Context: an optimization exercise on an open-source flow, tuned for small area, a short achievable clock period and few clock cycles per item. The choices shown serve that exercise and are no tape-out recipe.
Where RTL was checked, it was by simulation tests only, not by an equivalence proof against the original.
Only the layout flow was run in run 1; the RTL was not checked for function there.
Power and IR drop assume default switching activity.

<file path="flow/flow/run.sh">
#!/bin/bash
# Standard ORFS layout (standard.sh), with the port buffers made of the smallest buffer
# and timing repair aiming below the clock period. Each step's output goes to its own log.
set -euo pipefail
export BUFFER_PORTS_ARGS="-buffer_cell sky130_fd_sc_hd__buf_1"
if [[ -f flow/margin.txt ]]; then export SETUP_SLACK_MARGIN=$(cat flow/margin.txt); fi
bash standard.sh synth > synth.log 2>&1
bash standard.sh floorplan > floorplan.log 2>&1
bash standard.sh place > place.log 2>&1
bash standard.sh cts > cts.log 2>&1
bash standard.sh route > route.log 2>&1
bash standard.sh finish > finish.log 2>&1
</file>
<file path="flow/flow/margin.txt">
7.7
</file>
<file path="flow/standard.sh">
#!/bin/bash
# synth_recipe.tcl (not shown) runs the flow's synth.tcl, then flattens the netlist and writes it again
# the make line also repeats each setting of config.mk as NAME=value (left out here)
make -C /OpenROAD-flow-scripts/flow DESIGN_CONFIG=/design/flow/config.mk WORK_HOME=/design/flow/orfs CLKGATE_MAP_FILE= SYNTH_SCRIPT=/design/flow/synth_recipe.tcl "${@:-finish}"
</file>
<file path="flow/config.mk">
export PLATFORM = sky130hd
export DESIGN_NAME = upb_freq_codec
export DESIGN_NICKNAME = upb_freq_codec
export VERILOG_FILES = /design/flow/design.v
export SDC_FILE = /design/flow/constraint.sdc
export NUM_CORES = 4
export LEC_CHECK = 0
export CAP_MARGIN = 20
export CORE_MARGIN = 2
export CORE_UTILIZATION = 50
export SLEW_MARGIN = 20
</file>
<file path="flow/constraint.sdc">
create_clock -name core_clock -period 11.0 [get_ports {clk}]
set_input_delay 2.2000 -clock core_clock [delete_from_list [all_inputs] [get_ports {clk}]]
set_output_delay 2.2000 -clock core_clock [all_outputs]
set_load 0.01 [all_outputs]
</file>
<file path="flow/design.v">
module upb_freq_codec (
    input             clk,
    input             rst,           
    input             in_valid,
    output            in_ready,
    input      [3:0]  in_op,         
    input             in_layout,     
    input      [31:0] in_freq,
    input      [31:0] in_fcint,
    input      [31:0] in_fcfrac,
    input      [15:0] in_dreg0,
    input      [15:0] in_dreg1,
    output            out_valid,
    output     [3:0]  out_fcause,    
    output     [31:0] out_freq,
    output     [7:0]  out_fcint,
    output     [23:0] out_fcfrac,
    output     [15:0] out_dreg0,
    output     [15:0] out_dreg1
);
    localparam [31:0] F_MIN = 32'd775_000_000;
    localparam [31:0] F_MAX = 32'd1_100_000_000;
    reg          busy;       
    reg          rdy;        
    reg          mode;       
    reg  [2:0]   cnt;
    reg  [17:0]  rem;        
    reg  [34:0]  S;          
    reg          ov;
    reg  [2:0]   fc;
    reg          f31;        
    assign in_ready = rdy;
    assign out_valid = ov;
    assign out_fcause = {1'b0, fc};
    wire hz = (in_op == 4'hB);
    wire rh = (in_op == 4'hC);
    wire st = (in_op == 4'hD);
    wire rs = (in_op == 4'hE);
    wire a_bad = (|in_fcint[31:6]) || (|in_fcfrac[31:19]);
    wire b_bad = (|in_fcint[31:8]) || (|in_fcfrac[31:24]);
    wire r_flt = (rh & a_bad) | (st & (in_layout ? a_bad : b_bad));
    wire ill   = ~(hz | rh | st | rs);
    wire go    = hz | rh;
    wire [1:0] p0_dec = {{1{1'b0}}, 1'b1} << in_fcfrac[0:0];
    wire [18:0] p0;
    assign p0[0] = |(p0_dec & 2'h2);
    assign p0[1] = 1'b0;
    assign p0[2] = 1'b0;
    assign p0[3] = |(p0_dec & 2'h2);
    assign p0[4] = 1'b0;
    assign p0[5] = 1'b0;
    assign p0[6] = |(p0_dec & 2'h2);
    assign p0[7] = 1'b0;
    assign p0[8] = 1'b0;
    assign p0[9] = |(p0_dec & 2'h2);
    assign p0[10] = |(p0_dec & 2'h3);
    assign p0[11] = |(p0_dec & 2'h2);
    assign p0[12] = 1'b0;
    assign p0[13] = 1'b0;
    assign p0[14] = |(p0_dec & 2'h2);
    assign p0[15] = 1'b0;
    assign p0[16] = |(p0_dec & 2'h2);
    assign p0[17] = |(p0_dec & 2'h2);
    assign p0[18] = 1'b0;
    reg  [34:0] S_ld;
    always @(*) begin
        case ({in_op[1:0], in_layout})
            3'b110, 3'b111: S_ld = {in_freq[12], in_freq[11], in_freq[10], in_freq[9], in_freq[8], in_freq[7], in_freq[6], in_freq[5], in_freq[4], in_freq[3], in_freq[2], in_freq[1], in_freq[0], 1'b0, 1'b0, 1'b0, 1'b0, 1'b0, 1'b0, 1'b0, 1'b0, 1'b0, 1'b0, 1'b0, 1'b0, 1'b0, 1'b0, 1'b0, 1'b0, 1'b0, 1'b0, 1'b0, 1'b0, 1'b0, 1'b0};
            3'b000, 3'b001: S_ld = {in_fcfrac[4], in_fcfrac[3], in_fcfrac[2], in_fcfrac[1], in_fcfrac[8], in_fcfrac[7], in_fcfrac[6], in_fcfrac[5], in_fcfrac[12], in_fcfrac[11], in_fcfrac[10], in_fcfrac[9], in_fcfrac[16], in_fcfrac[15], in_fcfrac[14], in_fcfrac[13], in_fcint[1], in_fcint[0], in_fcfrac[18], in_fcfrac[17], in_fcint[5], in_fcint[4], in_fcint[3], in_fcint[2], 1'b0, 1'b0, 1'b0, 1'b0, 1'b0, 1'b0, 1'b0, 1'b0, 1'b0, 1'b0, p0[0]};
            3'b010:         S_ld = {in_fcfrac[4], in_fcfrac[3], in_fcfrac[2], in_fcfrac[1], in_fcfrac[8], in_fcfrac[7], in_fcfrac[6], in_fcfrac[5], in_fcfrac[12], in_fcfrac[11], in_fcfrac[10], in_fcfrac[9], in_fcfrac[16], in_fcfrac[15], in_fcfrac[14], in_fcfrac[13], in_fcint[1], in_fcint[0], in_fcfrac[18], in_fcfrac[17], in_fcint[5], in_fcint[4], in_fcint[3], in_fcint[2], 1'b0, 1'b0, 1'b0, in_fcint[7], in_fcint[6], in_fcfrac[23], in_fcfrac[22], in_fcfrac[21], in_fcfrac[20], in_fcfrac[19], in_fcfrac[0]};
            3'b011:         S_ld = {in_fcfrac[13], in_fcfrac[12], in_fcfrac[11], in_fcfrac[10], in_fcfrac[17], in_fcfrac[16], in_fcfrac[15], in_fcfrac[14], in_fcint[2], in_fcint[1], in_fcint[0], in_fcfrac[18], in_fcfrac[0], in_fcint[5], in_fcint[4], in_fcint[3], 1'b1, in_fcfrac[8], in_fcfrac[2], in_fcfrac[1], 1'b0, 1'b0, 1'b0, 1'b0, 1'b0, 1'b0, 1'b0, 1'b0, 1'b0, in_fcfrac[7], in_fcfrac[6], in_fcfrac[5], in_fcfrac[4], in_fcfrac[3], in_fcfrac[9]};
            3'b100:         S_ld = {in_dreg0[15], in_dreg0[14], in_dreg0[7], in_dreg0[6], in_dreg0[5], in_dreg0[4], in_dreg0[3], in_dreg0[13], in_dreg0[12], in_dreg0[11], in_dreg0[10], in_dreg0[9], in_dreg0[8], in_dreg0[2], in_dreg0[1], in_dreg0[0], in_dreg1[15], in_dreg1[14], in_dreg1[13], in_dreg1[12], in_dreg1[11], in_dreg1[10], in_dreg1[9], in_dreg1[8], in_dreg1[7], in_dreg1[6], in_dreg1[5], in_dreg1[4], in_dreg1[3], in_dreg1[2], in_dreg1[1], in_dreg1[0], 1'b0, 1'b0, 1'b0};
            default:        S_ld = {1'b0, 1'b0, 1'b0, 1'b0, 1'b0, 1'b0, 1'b0, in_dreg1[15], in_dreg1[14], in_dreg1[13], in_dreg1[12], in_dreg1[11], in_dreg1[10], in_dreg1[9], in_dreg1[8], in_dreg1[7], in_dreg1[6], in_dreg1[5], in_dreg1[4], in_dreg1[3], in_dreg1[2], in_dreg1[1], in_dreg1[0], in_dreg0[8], in_dreg0[7], in_dreg0[6], in_dreg0[5], in_dreg0[4], in_dreg0[3], in_dreg0[2], in_dreg0[1], in_dreg0[0], 1'b0, 1'b0, 1'b0};
        endcase
    end
    wire [17:0] rem_ld = in_op[0] ? in_freq[30:13] : p0[18:1];
    wire [21:0] T  = {rem, S[34:31]};
    wire [4:0]  tt = T[21:17];
    wire [16:0] tu = T[16:0];
    wire [31:0] jlo_dec = {{31{1'b0}}, 1'b1} << tt;
    wire [3:0] jlo;
    assign jlo[0] = |(jlo_dec & 32'h6c9b26c);
    assign jlo[1] = |(jlo_dec & 32'h70e3c70);
    assign jlo[2] = |(jlo_dec & 32'h7f03f80);
    assign jlo[3] = |(jlo_dec & 32'h7ffc000);
    wire [31:0] jhi_dec = {{31{1'b0}}, 1'b1} << tt;
    wire [3:0] jhi;
    assign jhi[0] = |(jhi_dec & 32'hff364d93);
    assign jhi[1] = |(jhi_dec & 32'h7c78e1c);
    assign jhi[2] = |(jhi_dec & 32'h7f80fe0);
    assign jhi[3] = |(jhi_dec & 32'h7fff000);
    wire [31:0] ra_dec = {{31{1'b0}}, 1'b1} << tt;
    wire [17:0] ra;
    assign ra[0] = |(ra_dec & 32'h6c9b26c);
    assign ra[1] = |(ra_dec & 32'h1c78e1c);
    assign ra[2] = |(ra_dec & 32'h3f81fc);
    assign ra[3] = |(ra_dec & 32'h6c9cd90);
    assign ra[4] = |(ra_dec & 32'h638438c);
    assign ra[5] = |(ra_dec & 32'h607c07c);
    assign ra[6] = |(ra_dec & 32'hc98d90);
    assign ra[7] = |(ra_dec & 32'h638438c);
    assign ra[8] = |(ra_dec & 32'h607c07c);
    assign ra[9] = |(ra_dec & 32'hc98d90);
    assign ra[10] = |(ra_dec & 32'h638438c);
    assign ra[11] = |(ra_dec & 32'hce7210);
    assign ra[12] = |(ra_dec & 32'h1c6318c);
    assign ra[13] = |(ra_dec & 32'h7c1f07c);
    assign ra[14] = |(ra_dec & 32'h109bd90);
    assign ra[15] = |(ra_dec & 32'h738738c);
    assign ra[16] = |(ra_dec & 32'h1ce4210);
    assign ra[17] = |(ra_dec & 32'h4a5294a);
    wire [31:0] rb_dec = {{31{1'b0}}, 1'b1} << tt;
    wire [18:0] rb;
    assign rb[0] = |(rb_dec & 32'hf9364d93);
    assign rb[1] = |(rb_dec & 32'hf8f1c38f);
    assign rb[2] = |(rb_dec & 32'hf80fc07f);
    assign rb[3] = |(rb_dec & 32'h136726c);
    assign rb[4] = |(rb_dec & 32'hff0e31e3);
    assign rb[5] = |(rb_dec & 32'hff01f01f);
    assign rb[6] = |(rb_dec & 32'h636426c);
    assign rb[7] = |(rb_dec & 32'hf90e31e3);
    assign rb[8] = |(rb_dec & 32'hff01f01f);
    assign rb[9] = |(rb_dec & 32'h636426c);
    assign rb[10] = |(rb_dec & 32'hf90e31e3);
    assign rb[11] = |(rb_dec & 32'h637bd8c);
    assign rb[12] = |(rb_dec & 32'hfef18c63);
    assign rb[13] = |(rb_dec & 32'hf9f07c1f);
    assign rb[14] = |(rb_dec & 32'h6c64e6c);
    assign rb[15] = |(rb_dec & 32'hf9ce3de3);
    assign rb[16] = |(rb_dec & 32'h6f7b18c);
    assign rb[17] = |(rb_dec & 32'h5ad6b5a);
    assign rb[18] = |(rb_dec & 32'hffffffff);
    wire [18:0] da = {1'b0, ra} + {2'b0, tu};
    wire [18:0] db = rb + {2'b0, tu};
    wire        bge = ~db[18];
    wire [3:0]  dq  = bge ? jhi : jlo;
    wire [17:0] dr  = bge ? db[17:0] : da[17:0];
    wire [15:0] md_dec = {{15{1'b0}}, 1'b1} << S[34:31];
    wire [21:0] md;
    assign md[0] = |(md_dec & 16'haaaa);
    assign md[1] = |(md_dec & 16'hcccc);
    assign md[2] = |(md_dec & 16'hf0f0);
    assign md[3] = |(md_dec & 16'h55aa);
    assign md[4] = |(md_dec & 16'h66cc);
    assign md[5] = |(md_dec & 16'h78f0);
    assign md[6] = |(md_dec & 16'hd5aa);
    assign md[7] = |(md_dec & 16'h66cc);
    assign md[8] = |(md_dec & 16'h78f0);
    assign md[9] = |(md_dec & 16'hd5aa);
    assign md[10] = |(md_dec & 16'h66cc);
    assign md[11] = |(md_dec & 16'hd25a);
    assign md[12] = |(md_dec & 16'h9b6c);
    assign md[13] = |(md_dec & 16'h1c70);
    assign md[14] = |(md_dec & 16'hb52a);
    assign md[15] = |(md_dec & 16'h264c);
    assign md[16] = |(md_dec & 16'h92da);
    assign md[17] = |(md_dec & 16'h71c6);
    assign md[18] = |(md_dec & 16'h5a94);
    assign md[19] = |(md_dec & 16'h6318);
    assign md[20] = |(md_dec & 16'h83e0);
    assign md[21] = |(md_dec & 16'hfc00);
    wire [21:0] ms = {4'd0, rem} + md;
    wire last  = mode ? (cnt == 3'd6) : (cnt == 3'd5);
    wire first = (cnt == 3'd0);
    wire [31:0] fop = {f31, rem, S[34:22]};            
    wire fbad  = (fop < F_MIN) || (fop > F_MAX);
    wire abort = first & (fc[0] | (mode & fbad));
    always @(posedge clk) begin
        if (rst) begin
            busy <= 1'b0;
            ov   <= 1'b0;
        end else if (busy) begin
            ov <= last | abort;
            if (last | abort) busy <= 1'b0;
        end else begin
            ov   <= in_valid & ~go;
            busy <= in_valid & go;
        end
    end
    always @(posedge clk) begin
        if (rst)       rdy <= 1'b1;
        else if (busy) rdy <= last | abort;
        else           rdy <= ~(in_valid & go);
    end
    always @(posedge clk) begin
        if (busy) begin
            cnt <= cnt + 3'd1;
            rem <= mode ? dr : ms[21:4];
            S   <= {S[30:0], mode ? dq : ms[3:0]};
            if (first & mode & fbad) fc <= 3'b110;
        end else begin
            mode <= in_op[0];
            cnt  <= 3'd0;
            fc   <= {r_flt, ill | r_flt, r_flt};
            f31  <= in_freq[31];
            rem  <= rem_ld;
            S    <= S_ld;
        end
    end
    assign {out_fcint, out_fcfrac} = {S[34], S[33], S[27], S[26], S[25], S[24], S[23], S[22], S[32], S[31], S[30], S[29], S[28], S[21], S[20], S[19], S[18], S[17], S[16], S[15], S[14], S[13], S[12], S[11], S[10], S[9], S[8], S[7], S[6], S[5], S[4], S[3]};
    assign {out_dreg0, out_dreg1}  = {S[7], S[6], S[14], S[13], S[12], S[11], S[18], S[17], S[5], S[4], S[3], S[2], S[1], S[16], S[15], S[22], S[21], S[20], S[19], S[26], S[25], S[24], S[23], S[30], S[29], S[28], S[27], S[34], S[33], S[32], S[31], S[0]};
    assign out_freq = {1'b0, rem, S[3], S[2], S[1], S[0], S[7], S[6], S[5], S[4], S[11], S[10], S[9], S[8], S[15]};    
endmodule
</file>
==> out/metrics.cfg, run 1 <==
[grt]
grt_pass1_vias = 9473
antenna_found_initial = 0
grt_first_pass_wirelength_um = 52100
grt_max_degree = 75
grt.total_usage_pct = 38.1
grt-ovfl-total = 0

[worst_hold_path]
worstHoldPathType = reg2reg
whs_path_depth = 1

[critical_path]
endpoint = S[1]
critPathCaptureType = flip-flop
worst-endpoint-required_ps = 11240
crit_chain = buf_4 > buf_16 > nand2_1 > nand2_1 > a221oi_1 > ha_1 > o2bb2ai_1 > o211a_4 > a211oi_4 > buf_6 > buf_6 > a221o_1 > a21oi_1 > a21oi_1 > a221o_1
max_stage_delay_ps = 460
crit_family = compound AO/OA/AOI/OAI gates
r2r_slack_ps = 7360
r2r-end = S[1]
crit_type = reg2reg
cp_data_arrival_time_ps = 3890
startpoint = rem[15]
path_max_fanout = 31
path_buf_inv = 4
crit_path_start_kind = flip-flop
cpMaxStageDelayCell = a221oi_1
r2r_cells = 15
r2r-start = rem[15]
path_depth = 15

[route]
drt_iter0_markers = 1098
wire_per_inst_um = 22.3
viasPerCell = 6.45
ant_nets = 0
vias = 10404
finalWirelength_um = 35900
drc_errors = 0
drtPass1Iterations = 8

[floorplan]
die_area_um2 = 17300
start_util_pct = 51.3
core_um2 = 15900
die_h_um = 132
rows = 46
die_w_um = 132
io_pins = 238

[timing]
max_freq_ghz = 0.274
tightest_slew_ps = 1100
finClkSkew_ps = 10.2
rsz0062_at_grt = true
finalHoldViolCount = 0
max_slew_margin_pct = 26.5
period_needed_ps = 3640
timing.hold.ws_ps = 462
post-route-period-util_pct = 33.1
finalMaxSlewViolations = 0
setup_violations = 0
fin_setup_tns_ps = 0

[cts]
postCtsHoldBufs = 0
htreeDepth = 3
cts-root-buf = clkbuf_16
clock_latency_ps = 350
cts.clk_slew.worst_paths_ps = 70
clk_path_buf_depth = 2
cts-buffers-inserted = 9
clkSinkCount = 64
cts_tree = done

[yosys]
synthArstFlopShare_pct = 0
synth_top_area_share_pct = 14.5
synthCells = 1153
synth_edf_count = 5
ys_ff_latch = 64
synth.distinct_cells = 80
yosysWarnings = 1
ys.flop_type = dfxtp_1
synth_area_um2 = 8140
yosys.area.top_type = dfxtp_1
avgSynthCellArea_um2 = 7.06
synth_area_leaders = dfxtp_1, ha_1, o21ai_0, a21oi_1, nand2_1
yosysSeqAreaShare_pct = 16.3

[power]
combPwrFrac_pct = 62.7
intPower_mw = 0.934
pwr-share-seq_pct = 17.8
p_clk_share_pct = 19.5
peakVddDrop_mv = 0.109
leakage_nw = 4.30
switching_share_pct = 44.8
pwr_density_cell_nw_per_um2 = 152
p_sw_mw = 0.759

[placed_design]
hpwl_um = 24000
numPortBuffers = 235
gp_congestion = 1.00

[final_layout]
syn_to_final_growth_pct = 36.5
fill_cells = 1394
nets = 1584
seqCellArea_um2 = 1370
drive_gt1_share_pct = 21.8
diodes = 0
utilization_pct = 70.0
multi_input_area_um2 = 6880

[status]
outcome = timing/DRC/antenna clean

[flow_run]
drv_cap = 0

-- layer usage --
layer / wire, um / track usage (%) / up-vias
li1: - / - / 4727
met1: 13100 / 45.6 / 4726
met2: 16800 / 64.1 / 741
met3: 3540 / 6.56 / 210
met4: 2550 / 22.0 / 0
met5: 0 / 0 / -
-- cells by family after synthesis --
family                   Yosys count  share of synthesized area [%]
AO/OA/AOI/OAI                    444                           35.5
XOR/XNOR                          47                           5.05
other                              1                         0.0460
adder cells (fa/ha/maj)           58                           9.16
AND/OR/NAND/NOR                  346                           19.7
multiplexers                      36                           4.47
flip-flops                        64                           16.3
buffers and inverters            157                           9.76
-- per-stage QoR --
step / cell area (um2) / power (mW) / worst slack (ps) / std cells
CTS: 10500 / 1.57 / 7480 / 1578
detailed placement: 8840 / 1.07 / 6410 / 1495
floorplan: 8400 / 0.897 / 7670 / 1154
finish: 11100 / 1.69 / 7360 / 1612
global placement: 8840 / 1.07 / 6420 / 1495
global route: 11100 / 1.77 / 7310 / 1612
-- final cells by class --
class	count	area share, %
timing repair buffer	347	18.8
timing repair inverter	1	0.0788
sequential	64	12.3
inverter	35	1.46
clock buffer	12	2.60
tap	216	2.43
clock inverter	4	0.484
multi-input combinational	933	61.9
-- Yosys cell counts (17+ instances only) --
master	instances
a221oi_1	19
nor2_1	105
dfxtp_1	59
nand2_1	109
buf_4	46
a22oi_1	20
inv_1	34
nor3_1	21
mux2i_1	33
xnor2_1	33
a211oi_1	27
o21ai_0	116
a21o_1	17
clkbuf_1	59
a21oi_1	112
nor2b_1	18
ha_1	54
-- placed cells by master, fill, tap and decap left out, types with 9 or more instances in the layout --
cell | netlist | final
a22oi_1 | 20 | 18
a211oi_2 | 0 | 11
a21oi_2 | 0 | 11
nand2b_1 | 15 | 11
a221oi_1 | 19 | 11
a21o_1 | 17 | 17
nor2_1 | 105 | 90
nor3_1 | 21 | 18
nor2b_1 | 18 | 13
a211oi_1 | 27 | 15
mux2i_1 | 33 | 31
xor2_1 | 14 | 13
and3_1 | 12 | 10
nand2_1 | 109 | 98
nand3_1 | 16 | 15
inv_1 | 34 | 27
dfxtp_2 | 0 | 11
buf_4 | 46 | 75
buf_1 | 11 | 229
o22ai_1 | 14 | 11
o21a_1 | 16 | 16
buf_6 | 4 | 19
ha_1 | 54 | 44
nor4_1 | 16 | 13
o21ai_2 | 0 | 9
nor2_4 | 0 | 10
a22o_1 | 9 | 9
a21oi_1 | 112 | 97
buf_12 | 0 | 10
o21ai_0 | 116 | 97
xnor2_1 | 33 | 32
clkbuf_16 | 0 | 13
dfxtp_1 | 59 | 42
o21ai_1 | 3 | 13
-- worst min-delay path by stage --
stage / startpoint / to / slack [ps]
CTS: cnt[0] / cnt[0] / 460
global route: cnt[0] / cnt[0] / 510
global placement: cnt[0] / cnt[0] / 440
floorplan: cnt[0] / cnt[0] / 430
finish: cnt[0] / cnt[0] / 460
detailed placement: cnt[0] / cnt[0] / 450
-- sequential cells by signal (all words and copies together) (netlist names) --
| name | flops |
|---|---|
| mode | 1 |
| cnt | 3 |
| rdy | 1 |
| fc | 3 |
| rem | 18 |
| busy | 1 |
| f31 | 1 |
| S | 35 |
| ov | 1 |
-- power by group through the flow --
stage / sequential [mW] / combinational, mW / clock [mW]
6_report: 0.301 / 1.06 / 0.331
5_1_grt: 0.303 / 1.13 / 0.341
4_1_cts: 0.297 / 0.944 / 0.331
3_5_place_dp: 0.311 / 0.757 / 0
3_3_place_gp: 0.311 / 0.760 / 0
2_1_floorplan: 0.296 / 0.602 / 0
-- repair_timing --
action	CTS	global route
gates resized for setup	164	80
setup endpoints to repair	76	55
pin swaps	63	46
buffers inserted	60	32
cloned	7	2
==> run 2: changes to the inputs <==
--- a/flow/design.v
+++ b/flow/design.v
@@ -21,7 +21,6 @@
     localparam [31:0] F_MIN = 32'd775_000_000;
     localparam [31:0] F_MAX = 32'd1_100_000_000;
     reg          busy;       
-    reg          rdy;        
     reg          mode;       
     reg  [2:0]   cnt;
     reg  [17:0]  rem;        
@@ -29,7 +28,7 @@
     reg          ov;
     reg  [2:0]   fc;
     reg          f31;        
-    assign in_ready = rdy;
+    assign in_ready = ~busy;
     assign out_valid = ov;
     assign out_fcause = {1'b0, fc};
     wire hz = (in_op == 4'hB);
@@ -178,11 +177,6 @@
         end
     end
     always @(posedge clk) begin
-        if (rst)       rdy <= 1'b1;
-        else if (busy) rdy <= last | abort;
-        else           rdy <= ~(in_valid & go);
-    end
-    always @(posedge clk) begin
         if (busy) begin
             cnt <= cnt + 3'd1;
             rem <= mode ? dr : ms[21:4];
==> flow/flow/margin.txt (replaced) <==
7.3
--- a/flow/config.mk
+++ b/flow/config.mk
@@ -7,5 +7,5 @@
 export LEC_CHECK = 0
 export CAP_MARGIN = 20
 export CORE_MARGIN = 2
-export CORE_UTILIZATION = 50
+export CORE_UTILIZATION = 55
 export SLEW_MARGIN = 20
==> out/metrics.cfg, run 2 <==
[status]
outcome = timing/DRC/antenna clean

[final_layout]
fill_cells = 1312
diodes = 0
largestRegisters = S (35), rem (18)
top_register = S
drive_gt1_share_pct = 12.7
design_area_um2 = 10100
utilization_pct = 69.5
syn_to_final_growth_pct = 23.1
largest_register_ffs = 35
mostFrequentLayoutCell = buf_1
final_cell_mix = buf_1, o21ai_0, nor2_1
nets = 1579

[timing]
period_needed_ps = 3730
rsz0062_at_grt = true
fin_setup_tns_ps = 0
post-route-period-util_pct = 33.9
max_freq_ghz = 0.268
finalMaxSlewViolations = 0
setup_violations = 0
setup_slack_ps = 7270
tightest_slew_ps = 766
finalHoldViolCount = 0
finClkSkew_ps = 7.25
max_slew_margin_pct = 48.9

[yosys]
ys.flop_type = dfxtp_1
synthTopCellsByCount = o21ai_0, nor2_1, a21oi_1
synth_edf_count = 5
synthArstFlopShare_pct = 0
synth_area_um2 = 8230
yosysMostFrequentCell = o21ai_0
synth_top_area_share_pct = 14.1
avgSynthCellArea_um2 = 6.95
synthCells = 1185
yosysWarnings = 1
synth_area_leaders = dfxtp_1, ha_1, o21ai_0, a21oi_1, nor2_1
synth.distinct_cells = 79
ys_ff_latch = 63
yosys.area.top_type = dfxtp_1
yosysSeqAreaShare_pct = 15.9

[floorplan]
die_area_um2 = 16000
die_h_um = 126
io_pins = 238
die_w_um = 126
core_um2 = 14600
rows = 44
start_util_pct = 56.4

[grt]
grt_max_degree = 77
grt.total_usage_pct = 39.3
grt-ovfl-total = 0
grt_first_pass_wirelength_um = 49500
grt_pass1_vias = 8899
antenna_found_initial = 0

[cts]
htreeDepth = 3
cts_tree = done
clock_latency_ps = 350
clkSinkCount = 63
cts.clk_slew.worst_paths_ps = 60
cts-buffers-inserted = 9
postCtsHoldBufs = 0
clk_path_buf_depth = 2
cts-root-buf = clkbuf_16

[critical_path]
crit_type = reg2reg
crit_path_start_kind = flip-flop
path_max_fanout = 6
cp_data_arrival_time_ps = 3980
worst-endpoint-required_ps = 11250
r2r_slack_ps = 7270
critPathCaptureType = flip-flop

[route]
viasPerCell = 6.55
vias = 10316
ant_nets = 0
drt_iter0_markers = 1467
drtPass1Iterations = 6
finalWirelength_um = 34300
wire_per_inst_um = 21.8
drc_errors = 0

[power]
p_sw_mw = 0.691
pwr-share-seq_pct = 19.4
peakVddDrop_mv = 0.0838
p_clk_share_pct = 18.6
intPower_mw = 0.799
combPwrFrac_pct = 62.0
finalPower_mw = 1.49
leakage_nw = 3.99
switching_share_pct = 46.4
pwr_density_cell_nw_per_um2 = 147

[placed_design]
gp_congestion = 0.967
dp_worst_setup_slack_ps = 5800
dpl_cell_area_um2 = 8840
hpwl_um = 23300
numPortBuffers = 235

[flow_run]
drv_cap = 0

[worst_hold_path]
worstHoldPathType = reg2reg

==> run 2: cells by family after synthesis <==
group                    synth area share [%]
AO/OA/AOI/OAI                            35.6
XOR/XNOR                                 4.90
adder cells (fa/ha/maj)                  9.08
buffers and inverters                    9.35
flip-flops                               15.9
multiplexers                             5.17
other                                  0.0456
AND/OR/NAND/NOR                          19.9
==> run 2: final cells by class <==
class,instances,area [um2],share of cell area (%)
clock buffers,10,239,2.36
inverters,35,146,1.44
multi-input cells,968,6440,63.5
repair buffers,309,1710,16.9
well taps,184,230,2.27
clock inverters,6,43.8,0.432
flip-flops and latches,63,1330,13.1
==> run 2: through the flow <==
step	instances	hold WS, ps
floorplan	1186	430
global placement	1500	445
detailed placement	1500	454
CTS	1537	469
global route	1575	502
finish	1575	468
==> run 2: critical path: stages, from the launching register on <==
cell and delay (ps):
dfxtp_4 380, buf_12 130, buf_2 200, nor2b_1 570, a221oi_4 180, ha_1 400, a21oi_1 210, o211ai_1 120
o2111ai_1 140, nand4_1 150, buf_6 160, a21oi_4 170, buf_12 140, buf_4 110, mux2i_1 180, a31oi_1 110
o31ai_1 250
==> run 2: final timing paths <==
check,start,end,cells past startpoint
worst max-delay path,rem[14],S[1],16
worst min register to register,cnt[0],cnt[0],1
worst max register to register,rem[14],S[1],16
worst min-delay path,cnt[0],cnt[0],1
==> run 2: what timing repair did <==
item                                    4_1_cts  5_1_grt
gates resized for setup                      48       45
endpoints found under the setup margin       36       32
gates cloned                                  5        3
endpoints found under the hold margin         0        0
pin swaps                                     5       15
buffers inserted                             16       35
==> run 2: layer usage <==
metal  track usage, %  vias up  wire length (um)
li1                 -     4758                 -
met1             50.9     4639             12600
met2             64.0      750             15600
met3             6.07      169              3860
met4             19.5        0              2150
met5                0        -                 0
==> run 2: power groups by stage <==
stage,clock (mW),sequential [mW],combinational (mW)
2_1_floorplan,0,0.291,0.582
4_1_cts,0.279,0.287,0.823
3_5_place_dp,0,0.291,0.768
3_3_place_gp,0,0.291,0.768
6_report,0.278,0.289,0.923
5_1_grt,0.289,0.290,0.995
Testbench counts of run 2, summed over its fixed seeds: cycles 13,429, items 2,400.
==> run 3: changes to the inputs <==
--- a/flow/config.mk
+++ b/flow/config.mk
@@ -7,5 +7,5 @@
 export LEC_CHECK = 0
 export CAP_MARGIN = 20
 export CORE_MARGIN = 2
-export CORE_UTILIZATION = 55
+export CORE_UTILIZATION = 40
 export SLEW_MARGIN = 20
==> out/metrics.cfg, run 3 <==
[route]
drt_iter0_markers = 1275
finalWirelength_um = 37100
ant_nets = 0
wire_per_inst_um = 22.4
vias = 10199
drtPass1Iterations = 8
viasPerCell = 6.16
drc_errors = 0

[critical_path]
cp_data_arrival_time_ps = 3890
crit_type = reg2reg
worst-endpoint-required_ps = 11240
cpMaxStageDelayCell = dfxtp_4
crit_chain = buf_12 > clkinvlp_4 > buf_4 > nor2_4 > buf_4 > o21ai_1 > a21oi_1 > a211o_1 > ha_1 > o21a_1 > o31ai_4 > a211oi_1 > o21ai_1 > mux2i_1 > o21ai_1 > o211a_1 > a221oi_1
path_max_fanout = 13
max_stage_delay_ps = 370
critPathCaptureType = flip-flop
crit_path_start_kind = flip-flop
crit_top_cell = o21ai_1

[final_layout]
largest_register_ffs = 35
drive_gt1_share_pct = 13.3
diodes = 0
top_register = S
utilization_pct = 51.2
nets = 1574
final_cell_mix = buf_1, o21ai_0, nor2_1
mostFrequentLayoutCell = buf_1
syn_to_final_growth_pct = 25.8
largestRegisters = S (35), rem (18)

[timing]
post-route-period-util_pct = 33.2
finalHoldViolCount = 0
finClkSkew_ps = 14.7
setup_violations = 0
max_freq_ghz = 0.274
timing.hold.ws_ps = 465
fin_setup_tns_ps = 0
period_needed_ps = 3650
finalMaxSlewViolations = 0
max_slew_margin_pct = 34.1
rsz0062_at_grt = true
tightest_slew_ps = 989

[power]
finalPower_mw = 1.57
pwr-share-seq_pct = 18.6
switching_share_pct = 45.4
p_clk_share_pct = 21.2
leakage_nw = 4.00
intPower_mw = 0.858
peakVddDrop_mv = 0.0853
pwr_density_cell_nw_per_um2 = 152
combPwrFrac_pct = 60.2
p_sw_mw = 0.714

[yosys]
yosys.area.top_type = dfxtp_1
synthArstFlopShare_pct = 0
yosysSeqAreaShare_pct = 15.9
avgSynthCellArea_um2 = 6.95
synth_area_leaders = dfxtp_1, ha_1, o21ai_0, a21oi_1, nor2_1
synthCells = 1185
synth_edf_count = 5
yosysWarnings = 1
synthTopCellsByCount = o21ai_0, nor2_1, a21oi_1
synth.distinct_cells = 79
ys_ff_latch = 63
ys.flop_type = dfxtp_1
synth_top_area_share_pct = 14.1
yosysMostFrequentCell = o21ai_0
synth_area_um2 = 8230

[floorplan]
start_util_pct = 40.7
core_um2 = 20200
die_w_um = 147
die_h_um = 147
io_pins = 238
die_area_um2 = 21700
rows = 52

[cts]
cts.clk_slew.worst_paths_ps = 70
clock_latency_ps = 350
clkSinkCount = 63
cts_tree = done
htreeDepth = 3
clk_path_buf_depth = 2
cts-buffers-inserted = 9
postCtsHoldBufs = 0
cts-root-buf = clkbuf_16

[grt]
grt_pass1_vias = 9175
antenna_found_initial = 0
grt-ovfl-total = 0
grt.total_usage_pct = 32.2
grt_first_pass_wirelength_um = 54200
grt_max_degree = 67

[status]
outcome = timing/DRC/antenna clean

[worst_hold_path]
worstHoldPathType = reg2reg

[placed_design]
gp_congestion = 0.950
numPortBuffers = 235
hpwl_um = 26300

[flow_run]
drv_cap = 0

run 3: cell counts after synthesis:
No cell type changed its count.
run 3: power groups by stage:
| stage | combinational, mW | sequential, mW | clock [mW] |
|---|---|---|---|
| finish | 0.947 | 0.292 | 0.333 |
| global route | 1.01 | 0.294 | 0.346 |
| CTS | 0.867 | 0.289 | 0.334 |
| detailed placement | 0.796 | 0.292 | 0 |
| global placement | 0.802 | 0.292 | 0 |
| floorplan | 0.582 | 0.291 | 0 |
run 3: path summary, 6_finish.rpt:
path | depth (start not counted) | to | slack [ps] | startpoint
max | 17 | rem[10] | 7350 | rem[13]
min | 1 | cnt[0] | 460 | cnt[0]
max reg2reg | 17 | rem[10] | 7350 | rem[13]
min reg2reg | 1 | cnt[0] | 460 | cnt[0]
run 3: worst max-delay path: cells and delay by family, from the launching register on:
kind / cells / cell delay [ps]
adders and majority gates: 1 / 370
muxes: 1 / 300
buffers and inverters: 4 / 580
DFF: 1 / 370
and+or+nand+nor: 1 / 50
AOI/OAI and AO/OA: 10 / 1870
run 3: logic make-up after synthesis:
group	share of synthesized area [%]
mux	5.17
fa+ha+maj	9.08
buf+inv	9.35
flops	15.9
xor+xnor	4.90
compound gates	35.6
other cells	0.0456
simple gates	19.9
run 3: stage by stage:
stage	worst slack [ps]	std cells	instance area [um2]
3_3_place_gp	6220	1586	8950
6_report	7350	1655	10400
5_1_grt	7210	1655	10400
3_5_place_dp	6170	1586	8950
2_1_floorplan	7300	1186	8240
4_1_cts	7250	1637	9920
run 3: what timing repair did:
| item | 4_1_cts | 5_1_grt |
|---|---|---|
| setup buffers | 30 | 15 |
| cloned | 6 | 3 |
| pin swaps | 12 | 23 |
| gates resized for setup | 60 | 62 |
| setup endpoints to repair | 38 | 39 |
run 3: final cells by class:
type                            instances  area, um2
Clock buffer                           11        264
Clock inverter                          4       76.3
Fill cell                            2029       9880
Inverter                               35        148
Multi-Input combinational cell        968       6490
Sequential cell                        63       1330
Tap cell                              270        338
Timing Repair Buffer                  304       1710
run 3: layer usage:
metal	vias to the layer above	global-route usage, %	part of all wire, %
met5	-	0	0
met1	4722	44.4	41
met3	98	5.31	10
met4	0	10.8	3.4
li1	4755	-	-
met2	624	51.1	45
==> run 4: changes to the inputs <==
--- a/flow/config.mk
+++ b/flow/config.mk
@@ -8,4 +8,5 @@
 export CAP_MARGIN = 20
 export CORE_MARGIN = 2
 export CORE_UTILIZATION = 40
+export CTS_BUF_LIST = sky130_fd_sc_hd__clkbuf_4 sky130_fd_sc_hd__clkbuf_8
 export SLEW_MARGIN = 20
==> out/metrics.cfg, run 4 <==
[critical_path]
r2r-start = rem[13]
max_stage_delay_ps = 410
worst-endpoint-required_ps = 11280
cpMaxStageDelayCell = dfxtp_4
r2r_cells = 22
endpoint = rem[6]
crit_type = reg2reg
r2r-end = rem[6]
startpoint = rem[13]
crit_path_start_kind = flip-flop
path_max_fanout = 8
crit_top_cell = buf_12
cp_data_arrival_time_ps = 4010
critPathCaptureType = flip-flop
crit_chain = buf_12 > clkinvlp_4 > nand2_4 > nand2_1 > nand2_1 > a22oi_2 > o21ai_2 > inv_2 > ha_4 > inv_2 > fa_2 > nor2b_4 > o31a_1 > o211ai_2 > nand4_1 > buf_6 > a21oi_4 > buf_12 > buf_12 > mux2i_1 > a21oi_1 > a22o_1
r2r_slack_ps = 7270

[cts]
cts_tree = done
cts-root-buf = clkbuf_8
clkSinkCount = 63
clock_latency_ps = 380
clk_path_buf_depth = 2
cts-buffers-inserted = 9
htreeDepth = 3
cts.clk_slew.worst_paths_ps = 90

[placed_design]
dp_worst_setup_slack_ps = 6170
dp_cells = 1586
hpwl_um = 26300
gp_congestion = 0.950
numPortBuffers = 235

[timing]
tightest_slew_ps = 974
finClkSkew_ps = 22.0
fin_setup_tns_ps = 0
finalHoldViolCount = 0
period_needed_ps = 3730
setup_violations = 0
max_freq_ghz = 0.268
rsz0062_at_grt = true
max_slew_margin_pct = 35.1
setup_slack_ps = 7270
post-route-period-util_pct = 33.9
finalMaxSlewViolations = 0

[yosys]
ys.flop_type = dfxtp_1
avgSynthCellArea_um2 = 6.95
synth_area_um2 = 8230
yosysWarnings = 1
ys_ff_latch = 63
synth.distinct_cells = 79
yosysMostFrequentCell = o21ai_0
synth_top_area_share_pct = 14.1
synth_edf_count = 5
synthArstFlopShare_pct = 0
synth_area_leaders = dfxtp_1, ha_1, o21ai_0, a21oi_1, nor2_1
synthTopCellsByCount = o21ai_0, nor2_1, a21oi_1
yosysSeqAreaShare_pct = 15.9
synthCells = 1185
yosys.area.top_type = dfxtp_1

[final_layout]
drive_gt1_share_pct = 15.5
mostFrequentLayoutCell = buf_1
diodes = 0
largest_register_ffs = 35
top_register = S
largestRegisters = S (35), rem (18)
nets = 1599
final_cell_mix = buf_1, o21ai_0, nor2_1
syn_to_final_growth_pct = 28.3
utilization_pct = 52.2
stdcell_count = 1680

[power]
finalPower_mw = 1.54
pwr_density_cell_nw_per_um2 = 146
leakage_nw = 4.11
peakVddDrop_mv = 0.0761

[grt]
antenna_found_initial = 0
grt_max_degree = 67
grt_first_pass_wirelength_um = 54600
grt.total_usage_pct = 32.4
grt-ovfl-total = 0
grt_pass1_vias = 9196

[floorplan]
die_h_um = 147
core_um2 = 20200
die_w_um = 147
die_area_um2 = 21700
start_util_pct = 40.7
io_pins = 238
rows = 52

[route]
drt_iter0_markers = 1348
drc_errors = 0
finalWirelength_um = 37800
wire_per_inst_um = 22.5
ant_nets = 0
vias = 10501
drtPass1Iterations = 8
viasPerCell = 6.25

[worst_hold_path]
worstHoldPathType = reg2reg
min_from = cnt[0]

[status]
outcome = timing/DRC/antenna clean

[flow_run]
drv_cap = 0

## run 4: stage by stage
| step | cell area (um2) | hold WS [ps] |
|---|---|---|
| global placement | 8950 | 447 |
| CTS | 9900 | 473 |
| detailed placement | 8950 | 452 |
| finish | 10600 | 470 |
| global route | 10600 | 518 |
| floorplan | 8240 | 430 |
## run 4: what timing repair did
action | in CTS | in global routing
hold buffers | 0 | 0
gates cloned | 8 | 4
endpoints found under the hold margin | 0 | 0
gates resized for setup | 69 | 73
setup endpoints to repair | 37 | 39
pin swaps | 16 | 38
setup buffers | 27 | 40
## run 4: report_power, final
part           switching [mW]  internal, mW  leakage (nW)
logic                   0.575         0.414          3.46
clock network           0.106         0.156         0.119
registers              0.0375         0.253         0.541
## run 4: per-layer routing
metal	part of all wire (%)	vias up	GRT usage, %
li1	-	4789	-
met1	41	4881	44.0
met2	45	691	52.0
met3	9.8	140	6.20
met4	3.9	0	10.5
met5	0	-	0
## run 4: worst min path at each step
stage / to / slack (ps) / cells after the start
3_3_place_gp: cnt[0] / 450 / 1
3_5_place_dp: cnt[0] / 450 / 1
6_report: cnt[0] / 470 / 1
5_1_grt: S[30] / 520 / 2
2_1_floorplan: cnt[0] / 430 / 1
4_1_cts: cnt[0] / 470 / 1
## run 4: cells by family after synthesis
group	after synthesis	synth area share [%]
multiplexers	40	5.17
AND/OR/NAND/NOR	364	19.9
adder cells (fa/ha/maj)	58	9.08
flip-flops	63	15.9
XOR/XNOR	46	4.90
AO/OA/AOI/OAI	457	35.6
buffers and inverters	156	9.35
other	1	0.0456
## run 4: cell type report
cell class | count | area, um2
Timing Repair inverter | 1 | 5.00
Multi-Input combinational cell | 968 | 6510
Clock buffer | 10 | 138
Timing Repair Buffer | 328 | 1980
Sequential cell | 63 | 1330
Tap cell | 270 | 338
Inverter | 35 | 151
Fill cell | 1999 | 9670
Clock inverter | 5 | 106
## run 4: worst max-delay path: cells and delay by family (launching register included)
kind / cells / cell delay (ps)
mux: 1 / 160
fa+ha+maj: 2 / 390
buf+inv: 7 / 840
simple gates: 5 / 550
flops: 1 / 410
compound gates: 7 / 1290

## port drivers added, routing unchanged
Ports are ideal in the flow. The routed layouts listed here were re-timed in OpenROAD.
Step 1 sets driving cells, clkbuf_16 on the clock port and buf_2 on the other inputs (assumed; they add their load-dependent delay and slew).
Step 2 adds t to the input delays and takes it off the output delays; t is the mean of the earliest and latest rising clock arrival at the registers after step 1. Input paths then give back, and output paths get back, about the clock's delay inside the block.
a / b / c = ideal / step 1 / step 2; a / b = the first two.
| run | t, ns | setup WS [ns] | clock arrival spread, ns |
|---|---|---|---|
| run 1 | 0.394 | 7.357 / 7.357 / 7.242 | 0.010 / 0.010 |
| run 2 | 0.386 | 7.272 / 7.272 / 6.991 | 0.007 / 0.007 |
| run 3 | 0.390 | 7.348 / 7.301 / 7.066 | 0.015 / 0.015 |
| run 4 | 0.406 | 7.270 / 7.270 / 7.048 | 0.022 / 0.023 |
After both steps every run listed still meets setup and hold. For run 3, which loses most, drivers alone change the setup slack by -0.047 ns; drivers and shift together by -0.282 ns.
